This is an optimization exercise on Yosys and OpenROAD, whose aim is small area, a short achievable clock period and few clock cycles, not a production implementation.
The RTL of this run was laid out without a check of its function.
Power figures rest on the tool's default switching activity, not on a simulated workload.

### flow/run.sh
#!/bin/bash
# synth_recipe.tcl (not shown) runs the flow's synth.tcl, then flattens the netlist and writes it again
# the make line also repeats each setting of config.mk as NAME=value (left out here)
make -C /OpenROAD-flow-scripts/flow DESIGN_CONFIG=/design/flow/config.mk WORK_HOME=/design/flow/orfs CLKGATE_MAP_FILE= SYNTH_SCRIPT=/design/flow/synth_recipe.tcl finish
### flow/constraint.sdc
create_clock -name core_clock -period 6.0 [get_ports {clk}]
set_input_delay 1.2000 -clock core_clock [delete_from_list [all_inputs] [get_ports {clk}]]
set_output_delay 1.2000 -clock core_clock [all_outputs]
set_load 0.01 [all_outputs]
### flow/config.mk
export PLATFORM = sky130hd
export DESIGN_NAME = mini_aes_core
export DESIGN_NICKNAME = mini_aes_core
export VERILOG_FILES = /design/flow/design.v
export SDC_FILE = /design/flow/constraint.sdc
export NUM_CORES = 4
export LEC_CHECK = 0
export CAP_MARGIN = 20
export CORE_MARGIN = 2
export CORE_UTILIZATION = 35
export SLEW_MARGIN = 20
export SYNTH_MEMORY_MAX_BITS = 4096
### flow/design.v
module mini_aes_core (
    input  wire        clk,
    input  wire        rst,           
    input  wire        bus_we,
    input  wire [9:0]  bus_addr,
    input  wire [15:0] bus_wdata,
    output reg  [15:0] bus_rdata,
    input  wire [15:0] rng            
);
    localparam DEPTH = 32;
    localparam [3:0] ERR_NONE    = 4'd0;
    localparam [3:0] ERR_ALIGN   = 4'd2;
    localparam [3:0] ERR_ILLEGAL = 4'd3;
    localparam [3:0] OP_NOP    = 4'h0, OP_GFMUL  = 4'h1, OP_SUBNIB = 4'h2,
                     OP_ISUB   = 4'h3, OP_SHROWS = 4'h4, OP_MIXCOL = 4'h5,
                     OP_IMIX   = 4'h6, OP_ADDRK  = 4'h7, OP_KEYEXP = 4'h8,
                     OP_ENC    = 4'h9, OP_DEC    = 4'hA, OP_ECBENC = 4'hB,
                     OP_ECBDEC = 4'hC, OP_CBCENC = 4'hD, OP_CBCDEC = 4'hE;
    localparam [1:0] S_IDLE = 2'd0, S_DECODE = 2'd1, S_RUN = 2'd2;
    function [3:0] sbox;
        input [3:0] x;
        case (x)
            4'h0: sbox = 4'hE; 4'h1: sbox = 4'h4; 4'h2: sbox = 4'hD; 4'h3: sbox = 4'h1;
            4'h4: sbox = 4'h2; 4'h5: sbox = 4'hF; 4'h6: sbox = 4'hB; 4'h7: sbox = 4'h8;
            4'h8: sbox = 4'h3; 4'h9: sbox = 4'hA; 4'hA: sbox = 4'h6; 4'hB: sbox = 4'hC;
            4'hC: sbox = 4'h5; 4'hD: sbox = 4'h9; 4'hE: sbox = 4'h0; default: sbox = 4'h7;
        endcase
    endfunction
    function [3:0] inv_sbox;
        input [3:0] x;
        case (x)
            4'h0: inv_sbox = 4'hE; 4'h1: inv_sbox = 4'h3; 4'h2: inv_sbox = 4'h4; 4'h3: inv_sbox = 4'h8;
            4'h4: inv_sbox = 4'h1; 4'h5: inv_sbox = 4'hC; 4'h6: inv_sbox = 4'hA; 4'h7: inv_sbox = 4'hF;
            4'h8: inv_sbox = 4'h7; 4'h9: inv_sbox = 4'hD; 4'hA: inv_sbox = 4'h9; 4'hB: inv_sbox = 4'h6;
            4'hC: inv_sbox = 4'hB; 4'hD: inv_sbox = 4'h2; 4'hE: inv_sbox = 4'h0; default: inv_sbox = 4'h5;
        endcase
    endfunction
    function [3:0] gf_mul;
        input [3:0] a;
        input [3:0] b;
        reg   [3:0] p, aa;
        integer i;
        begin
            p  = 4'h0;
            aa = a;
            for (i = 0; i < 4; i = i + 1) begin
                if (b[i]) p = p ^ aa;
                aa = aa[3] ? ({aa[2:0], 1'b0} ^ 4'h3) : {aa[2:0], 1'b0};
            end
            gf_mul = p;
        end
    endfunction
    function [15:0] sub_nib;
        input [15:0] w;
        sub_nib = {sbox(w[15:12]), sbox(w[11:8]), sbox(w[7:4]), sbox(w[3:0])};
    endfunction
    function [15:0] inv_sub_nib;
        input [15:0] w;
        inv_sub_nib = {inv_sbox(w[15:12]), inv_sbox(w[11:8]), inv_sbox(w[7:4]), inv_sbox(w[3:0])};
    endfunction
    function [15:0] shift_rows;
        input [15:0] w;
        shift_rows = {w[15:12], w[3:0], w[7:4], w[11:8]};
    endfunction
    function [15:0] mix_col;
        input [15:0] w;
        mix_col = {w[15:12] ^ gf_mul(4'h4, w[11:8]),
                   gf_mul(4'h4, w[15:12]) ^ w[11:8],
                   w[7:4] ^ gf_mul(4'h4, w[3:0]),
                   gf_mul(4'h4, w[7:4]) ^ w[3:0]};
    endfunction
    function [15:0] inv_mix_col;
        input [15:0] w;
        inv_mix_col = {gf_mul(4'h9, w[15:12]) ^ gf_mul(4'h2, w[11:8]),
                       gf_mul(4'h2, w[15:12]) ^ gf_mul(4'h9, w[11:8]),
                       gf_mul(4'h9, w[7:4])   ^ gf_mul(4'h2, w[3:0]),
                       gf_mul(4'h2, w[7:4])   ^ gf_mul(4'h9, w[3:0])};
    endfunction
    function [7:0] key_step;
        input [7:0] w2;
        input [7:0] w1;
        input [7:0] rcon;
        key_step = w2 ^ {sbox(w1[3:0]), sbox(w1[7:4])} ^ rcon;
    endfunction
    reg  [15:0] cmd_q;
    reg         busy_q, done_q;
    reg  [3:0]  err_q;
    reg  [15:0] key_q, iv_q, din_q, dout_q;
    reg  [7:0]  w_q [0:7];
    reg  [15:0] in_mem  [0:DEPTH-1];
    reg  [15:0] out_mem [0:DEPTH-1];
    reg  [1:0]  state_q;
    reg         ph_q;                 
    reg  [5:0]  rd_q;                 
    reg  [4:0]  wr_q;                 
    reg  [15:0] a_q;                  
    reg         a_v;
    reg  [15:0] s_q;                  
    reg         s_v;
    reg  [15:0] chain_q;              
    reg  [15:0] prev_q;               
    wire [3:0] op  = cmd_q[15:12];
    wire [7:0] cnt = cmd_q[7:0];
    reg illegal;
    always @(*) begin
        case (op)
            OP_GFMUL, OP_ECBENC, OP_ECBDEC, OP_CBCDEC: illegal = (cmd_q[11:8] != 4'h0);
            OP_ADDRK:  illegal = (cmd_q[11:2] != 10'h0);
            OP_CBCENC: illegal = (cmd_q[11:9] != 3'h0);
            4'hF:      illegal = 1'b1;
            default:   illegal = (cmd_q[11:0] != 12'h0);
        endcase
    end
    reg count_bad;
    always @(*) begin
        case (op)
            OP_ECBENC, OP_ECBDEC: count_bad = (cnt == 8'd0) || (cnt > DEPTH);
            OP_CBCENC:            count_bad = (cnt == 8'd0) || (cnt > DEPTH - 1);
            OP_CBCDEC:            count_bad = (cnt < 8'd2)  || (cnt > DEPTH);
            default:              count_bad = 1'b0;
        endcase
    end
    wire is_dec    = (op == OP_DEC) || (op == OP_ECBDEC) || (op == OP_CBCDEC);
    wire is_single = (op == OP_ENC) || (op == OP_DEC);
    wire is_cbcenc = (op == OP_CBCENC);
    wire is_cbcdec = (op == OP_CBCDEC);
    wire uses_key  = (op == OP_KEYEXP) || (op == OP_ENC) || (op == OP_DEC) ||
                     (op == OP_ECBENC) || (op == OP_ECBDEC) || (op == OP_CBCENC) ||
                     (op == OP_CBCDEC);
    wire [5:0] n_rd  = is_single ? 6'd1 : cnt[5:0];
    wire [4:0] last_wr = is_single ? 5'd0 : is_cbcdec ? cnt[4:0] - 5'd2 : cnt[4:0] - 5'd1;
    wire [7:0] kx0 = key_q[15:8];
    wire [7:0] kx1 = key_q[7:0];
    wire [7:0] kx2 = key_step(kx0, kx1, 8'h10);
    wire [7:0] kx3 = kx1 ^ kx2;
    wire [7:0] kx4 = key_step(kx2, kx3, 8'h20);
    wire [7:0] kx5 = kx3 ^ kx4;
    wire [7:0] kx6 = key_step(w_q[4], w_q[5], 8'h40);
    wire [7:0] kx7 = w_q[5] ^ kx6;
    wire [15:0] rk0 = {w_q[0], w_q[1]};
    wire [15:0] rk1 = {w_q[2], w_q[3]};
    wire [15:0] rk2 = {w_q[4], w_q[5]};
    wire [15:0] rk3 = {w_q[6], w_q[7]};
    reg [15:0] rk_addrk;
    always @(*) begin
        case (cmd_q[1:0])
            2'd0:    rk_addrk = rk0;
            2'd1:    rk_addrk = rk1;
            2'd2:    rk_addrk = rk2;
            default: rk_addrk = rk3;
        endcase
    end
    reg [15:0] prim_result;
    always @(*) begin
        case (op)
            OP_GFMUL:  prim_result = {12'h000, gf_mul(cmd_q[7:4], cmd_q[3:0])};
            OP_SUBNIB: prim_result = sub_nib(din_q);
            OP_ISUB:   prim_result = inv_sub_nib(din_q);
            OP_SHROWS: prim_result = shift_rows(din_q);
            OP_MIXCOL: prim_result = mix_col(din_q);
            OP_IMIX:   prim_result = inv_mix_col(din_q);
            default:   prim_result = din_q ^ rk_addrk;
        endcase
    end
    wire [15:0] e1_in  = a_q ^ (is_cbcenc ? chain_q : 16'h0000) ^ rk0;
    wire [15:0] e1_out = mix_col(shift_rows(sub_nib(e1_in))) ^ rk1;
    wire [15:0] d1_out = inv_mix_col(inv_sub_nib(shift_rows(a_q ^ rk3)) ^ rk2);
    wire [15:0] e2_out = shift_rows(sub_nib(mix_col(shift_rows(sub_nib(s_q))) ^ rk2)) ^ rk3;
    wire [15:0] d2_out = inv_sub_nib(shift_rows(inv_mix_col(inv_sub_nib(shift_rows(s_q)) ^ rk1))) ^ rk0;
    wire [15:0] st2    = is_dec ? (d2_out ^ (is_cbcdec ? prev_q : 16'h0000)) : e2_out;
    wire run    = (state_q == S_RUN);
    wire fire1  = run && a_v && (is_dec ? ph_q : 1'b1) && !(is_cbcenc && s_v);
    wire more   = (rd_q != n_rd);
    wire load_a = more && (!a_v || fire1);
    wire last2  = s_v && (wr_q == last_wr);
    wire [15:0] rd_word = is_single ? din_q : in_mem[rd_q[4:0]];
    reg [15:0] rd_val;
    always @(*) begin
        rd_val = 16'h0000;
        if (bus_addr[9:8] == 2'b01) begin
            if (bus_addr[7:5] == 3'b000) rd_val = in_mem[bus_addr[4:0]];
        end else if (bus_addr[9:8] == 2'b10) begin
            if (bus_addr[7:5] == 3'b000) rd_val = out_mem[bus_addr[4:0]];
        end else if (bus_addr[9:8] == 2'b00) begin
            case (bus_addr[7:0])
                8'h00: rd_val = cmd_q;
                8'h01: rd_val = {8'h00, err_q, 2'b00, done_q, busy_q};
                8'h02: rd_val = key_q;
                8'h03: rd_val = iv_q;
                8'h04: rd_val = din_q;
                8'h05: rd_val = dout_q;
                8'h08: rd_val = {8'h00, w_q[0]};
                8'h09: rd_val = {8'h00, w_q[1]};
                8'h0A: rd_val = {8'h00, w_q[2]};
                8'h0B: rd_val = {8'h00, w_q[3]};
                8'h0C: rd_val = {8'h00, w_q[4]};
                8'h0D: rd_val = {8'h00, w_q[5]};
                8'h0E: rd_val = {8'h00, w_q[6]};
                8'h0F: rd_val = {8'h00, w_q[7]};
                8'h10: rd_val = rk0;
                8'h11: rd_val = rk1;
                8'h12: rd_val = rk2;
                8'h13: rd_val = rk3;
                default: rd_val = 16'h0000;
            endcase
        end
    end
    always @(posedge clk) begin
        if (rst) bus_rdata <= 16'h0000;
        else     bus_rdata <= rd_val;
    end
    wire host_wr = bus_we && !busy_q;
    always @(posedge clk) begin
        if (host_wr && bus_addr[9:5] == 5'b01000)
            in_mem[bus_addr[4:0]] <= bus_wdata;
    end
    reg        out_we;
    reg [4:0]  out_idx;
    reg [15:0] out_val;
    wire dec_ok = (state_q == S_DECODE) && !illegal && !count_bad;
    always @(*) begin
        out_we  = 1'b0;
        out_idx = wr_q + (is_cbcenc ? 5'd1 : 5'd0);
        out_val = st2;
        if (dec_ok && is_cbcenc) begin
            out_we  = 1'b1;
            out_idx = 5'd0;
            out_val = cmd_q[8] ? chain_q : iv_q;
        end else if (run && s_v && !is_single) begin
            out_we  = 1'b1;
        end
    end
    always @(posedge clk) begin
        if (out_we) out_mem[out_idx] <= out_val;
    end
    always @(posedge clk) begin
        s_q    <= is_dec ? d1_out : e1_out;
        prev_q <= chain_q;
        if (load_a) a_q <= rd_word;
    end
    integer i;
    always @(posedge clk) begin
        if (rst) begin
            cmd_q   <= 16'h0000;
            busy_q  <= 1'b0;
            done_q  <= 1'b0;
            err_q   <= ERR_NONE;
            key_q   <= 16'h0000;
            iv_q    <= 16'h0000;
            din_q   <= 16'h0000;
            dout_q  <= 16'h0000;
            for (i = 0; i < 8; i = i + 1) w_q[i] <= 8'h00;
            state_q <= S_IDLE;
            ph_q    <= 1'b0;
            rd_q    <= 6'd0;
            wr_q    <= 5'd0;
            a_v     <= 1'b0;
            s_v     <= 1'b0;
            chain_q <= 16'h0000;
        end else begin
            case (state_q)
                S_IDLE: begin
                    a_v  <= 1'b0;
                    s_v  <= 1'b0;
                    rd_q <= 6'd0;
                    wr_q <= 5'd0;
                    ph_q <= 1'b0;
                    if (host_wr) begin
                        case (bus_addr)
                            10'h000: begin
                                cmd_q   <= bus_wdata;
                                busy_q  <= 1'b1;
                                done_q  <= 1'b0;
                                err_q   <= ERR_NONE;
                                chain_q <= rng;
                                state_q <= S_DECODE;
                            end
                            10'h002: key_q <= bus_wdata;
                            10'h003: iv_q  <= bus_wdata;
                            10'h004: din_q <= bus_wdata;
                            default: ;
                        endcase
                    end
                end
                S_DECODE: begin
                    if (illegal) begin
                        err_q   <= ERR_ILLEGAL;
                        busy_q  <= 1'b0;
                        done_q  <= 1'b1;
                        state_q <= S_IDLE;
                    end else if (count_bad) begin
                        err_q   <= ERR_ALIGN;
                        busy_q  <= 1'b0;
                        done_q  <= 1'b1;
                        state_q <= S_IDLE;
                    end else if (uses_key) begin
                        w_q[0] <= kx0; w_q[1] <= kx1; w_q[2] <= kx2;
                        w_q[3] <= kx3; w_q[4] <= kx4; w_q[5] <= kx5;
                        state_q <= S_RUN;
                        if (op != OP_KEYEXP) begin
                            a_v  <= !is_cbcdec;
                            rd_q <= 6'd1;
                            if (is_cbcenc) begin
                                if (cmd_q[8]) iv_q <= chain_q;
                                else          chain_q <= iv_q;
                            end else begin
                                chain_q <= rd_word;
                            end
                        end
                    end else begin
                        if (op != OP_NOP) dout_q <= prim_result;
                        busy_q  <= 1'b0;
                        done_q  <= 1'b1;
                        state_q <= S_IDLE;
                    end
                end
                S_RUN: begin
                    w_q[6] <= kx6;
                    w_q[7] <= kx7;
                    ph_q   <= 1'b1;
                    if (op == OP_KEYEXP) begin
                        busy_q  <= 1'b0;
                        done_q  <= 1'b1;
                        state_q <= S_IDLE;
                    end else begin
                        if (load_a) begin
                            a_v  <= 1'b1;
                            rd_q <= rd_q + 6'd1;
                            if (is_cbcdec) chain_q <= a_q;
                        end else if (fire1) begin
                            a_v  <= 1'b0;
                        end
                        s_v <= fire1;
                        if (s_v) begin
                            wr_q <= wr_q + 5'd1;
                            if (is_cbcenc) chain_q <= st2;
                            if (is_single) dout_q <= st2;
                        end
                        if (last2) begin
                            busy_q  <= 1'b0;
                            done_q  <= 1'b1;
                            state_q <= S_IDLE;
                        end
                    end
                end
                default: state_q <= S_IDLE;
            endcase
        end
    end
endmodule
==> summary.txt <==
## final timing paths
check	end	slack, ps	from	cells past startpoint
worst min-delay path	prev_q[1]$_DFF_P_	420	chain_q[1]$_SDFFE_PP0P_	0
worst min register to register	prev_q[1]$_DFF_P_	420	chain_q[1]$_SDFFE_PP0P_	0
worst max register to register	out_mem[26][10]$_DFFE_PP_	1190	cmd_q[1]$_SDFFE_PP0P_	10
worst max-delay path	out_mem[26][10]$_DFFE_PP_	1190	cmd_q[1]$_SDFFE_PP0P_	10
## stage by stage
stage / instances / cell area, um^2 / hold WS [ps] / util, %
floorplan: 4917 / 67700 / 364 / -
global placement: 7358 / 72100 / 406 / 37.5
detailed placement: 7358 / 72100 / 408 / 37.5
CTS: 7621 / 76800 / 417 / 39.9
global route: 7623 / 76800 / 435 / 39.9
finish: 7626 / 76900 / 421 / 39.9
## registers in the layout (all words and copies together) (netlist names), named ones only
register / count
in_mem: 512
out_mem: 512
w_q: 64
a_q: 16
bus_rdata: 16
chain_q: 16
cmd_q: 16
din_q: 16
dout_q: 16
inv_sub_nib$func$/design/flow/design.v:169$5513.$result: 16
iv_q: 16
key_q: 16
prev_q: 16
shift_rows$func$/design/flow/design.v:168$5508.$result: 16
rd_q: 6
wr_q: 5
err_q: 2
state_q: 2
a_v: 1
busy_q: 1
done_q: 1
ph_q: 1
s_v: 1
## Yosys cell counts, types with 9 or more instances
cell,n
nor2_1,363
a221oi_1,35
xnor3_1,10
a21oi_1,215
o22ai_1,19
and3_1,21
ha_1,154
xor2_1,130
nor3b_1,12
mux2i_1,173
inv_1,110
a211oi_1,91
a22oi_1,61
and2_1,13
a32oi_1,9
nand3_1,57
o21ai_0,154
clkbuf_1,231
mux2_2,18
buf_1,74
a21o_1,10
or3_1,16
or2_2,20
o21ai_1,9
mux4_2,480
a31oi_1,40
xnor2_1,223
edfxtp_1,1040
nand3b_1,9
dfxtp_1,297
a311oi_1,12
nor2b_1,25
nor4_1,15
nand2_1,352
nor3_1,87
buf_2,42
nand2b_1,25
a222oi_1,36
o211ai_1,56
## layer usage
layer	track usage (%)	routed length [um]	part of all wire (%)
met1	30.4	90900	40
met5	0	13	0.0057
met3	4.69	21400	9.4
met4	11.2	12900	5.7
met2	34.6	101000	45
## layout make-up
| class | instances | area, um^2 |
|---|---|---|
| fillers | 17600 | 116000 |
| flip-flops and latches | 1337 | 37200 |
| multi-input cells | 3102 | 29000 |
| clock buffers | 186 | 3860 |
| well taps | 2526 | 3160 |
| repair buffers | 276 | 2300 |
| clock inverters | 77 | 842 |
| inverters | 119 | 452 |
| diodes | 3 | 7.51 |
## worst register-to-register path, delay by kind of cell (launching register included)
| family | cells | cell delay [ps] |
|---|---|---|
| DFF | 1 | 690 |
| AOI/OAI and AO/OA | 2 | 610 |
| adders and majority gates | 1 | 270 |
| and+or+nand+nor | 3 | 950 |
| buffers and inverters | 3 | 930 |
| muxes | 1 | 930 |
## logic make-up after synthesis
group                    share of synthesized area (%)
multiplexers                                      18.9
adder cells (fa/ha/maj)                           2.86
buffers and inverters                             2.79
AO/OA/AOI/OAI                                     8.43
XOR/XNOR                                          5.27
flip-flops                                        54.9
AND/OR/NAND/NOR                                   6.91
## power breakdown
group | internal, mW | switching, mW | total [mW]
combinational | 0.343 | 0.572 | 0.915
sequential | 9.97 | 0.00689 | 9.97
clock | 5.11 | 3.84 | 8.96
==> summary.txt <==
Critical Path Fanout Max - 32
setup TNS - 0 ps
grt ovf - 0
initial antenna violation count - 9
largest net degree at the start of global routing - 93
vias in the first global route - 43600
CP Cell Sequence - inv_1, ha_1, buf_4, and3_1, a222oi_1, o22ai_1, nor3_1, nand2_1, buf_4, mux2i_4
Worst Hold Class - flop to flop
WL/cell - 29.7 um
cell area after synthesis - 67700 um^2
CP bufs+invs - 3
Tot GR Track Use - 22.6%
die height - 444 um
Fmax - 0.208 GHz
CP dominant cell by count - buf_4
WP data required - 6410 ps
YS warnings - 2
CTS max path bufs - 3
clk sink count - 1337
commonest non-fill, non-tap cell in the layout - edfxtp_1
drt first pass iters - 10
PD cells - 258 nW/um^2
post-route ant nets - 0
Die X - 444 um
CTS buffer count - 146
DP HPWL - 152000 um
synthesized instance count - 4917
crit start category - flop
Max VDD drop - 230 uV
fin. max-slew vios - 0
syn avg cell area - 13.8 um^2
synth-to-layout area growth - 13.4%
Async SR Flop Fraction - 0%
syn nets - 5116
Leak - 24.9 nW
first-pass GRT wire length - 321000 um
Pwr Total - 19.8 mW
distinct cell type count after synthesis - 97
clock skew - 50.0 ps
Starting Density - 35.2%
CTS root buffer - clkbuf_16
Post-synth EDFFs - 1040
Crit Path Class - flop to flop
clock-pin slew on the worst setup and hold paths - 60 ps
Resized Gates After CTS - 0
I/O pin count - 61
Avg Vias per Cell - 5.96
commonest non-fill, non-tap cells in the layout - edfxtp_1, mux4_2, nand2_1
layout net count - 5181
share of cells above drive strength 1 - 21.0%
worst stage delay on the critical path - 920 ps
CTS tree - built
Worst-Margin Slew - 1120 ps
final worst slack - 1190 ps
Top Family by Delay on Critical Path - simple AND/OR/NAND/NOR gates
Top FF cell, synth - edfxtp_1
Clk Latency, worst-skew pair - 810 ps
number of remaining DRC errors - 0
Setup Fix Bufs, Post-CTS - 0
FF+latch count, synth - 1337
post-synth top area cell - edfxtp_1
dpl ws - 616 ps
Worst EP arrival - 5220 ps
via count - 45400
port bufs - 60
unrepaired setup endpoints after global routing - no
Die ar. - 197000 um^2
1st-iter DRT viols - 5749
post-synth top area share - 46.1%
register area share after synthesis - 54.9%
max-cap viol count - 0
FP Rows - 161
CP max-delay cell - mux2i_4
final worst path period need - 4810 ps
core area - 192000 um^2
Hold Buf Count CTS - 0
final setup fails - 0
main area contributors after synthesis - edfxtp_1, mux4_2, dfxtp_1
Hold Vio Cnt, Final - 0
GPL Wtd Cong - 0.997
final WL - 227000 um
Final Cycle Share - 80.1%
outcome - timing/DRC/antenna clean
H-tree depth - 4
Worst slew margin - 23.6%
crit end category - flop

==> port drivers added, routing unchanged <==
In the flow no input, the clock included, has a driving cell. The finished layout below was timed again as built, in two steps.
Step 1, drivers: a clkbuf_16 drives clk and a buf_2 each remaining input, both assumed.
Step 2 moves the port delays by t, midway between the first and last clock arrival at a register: inputs arrive t later, outputs are due t later. That takes back most of the time a late clock gives input paths.
Slacks: ideal ports / drivers / drivers and shift; pairs: ideal ports / drivers.
t, ns: 0.877
setup WS [ns]: 1.193 / 1.193 / 0.528
hold slack, ns: 0.421 / 0.421 / 0.421
worst register clock-pin slew, ns: 0.07 / 0.07
After both steps this run still meets setup and hold. The setup slack of this run moves by 0.000 ns with the drivers and by -0.665 ns with both steps.
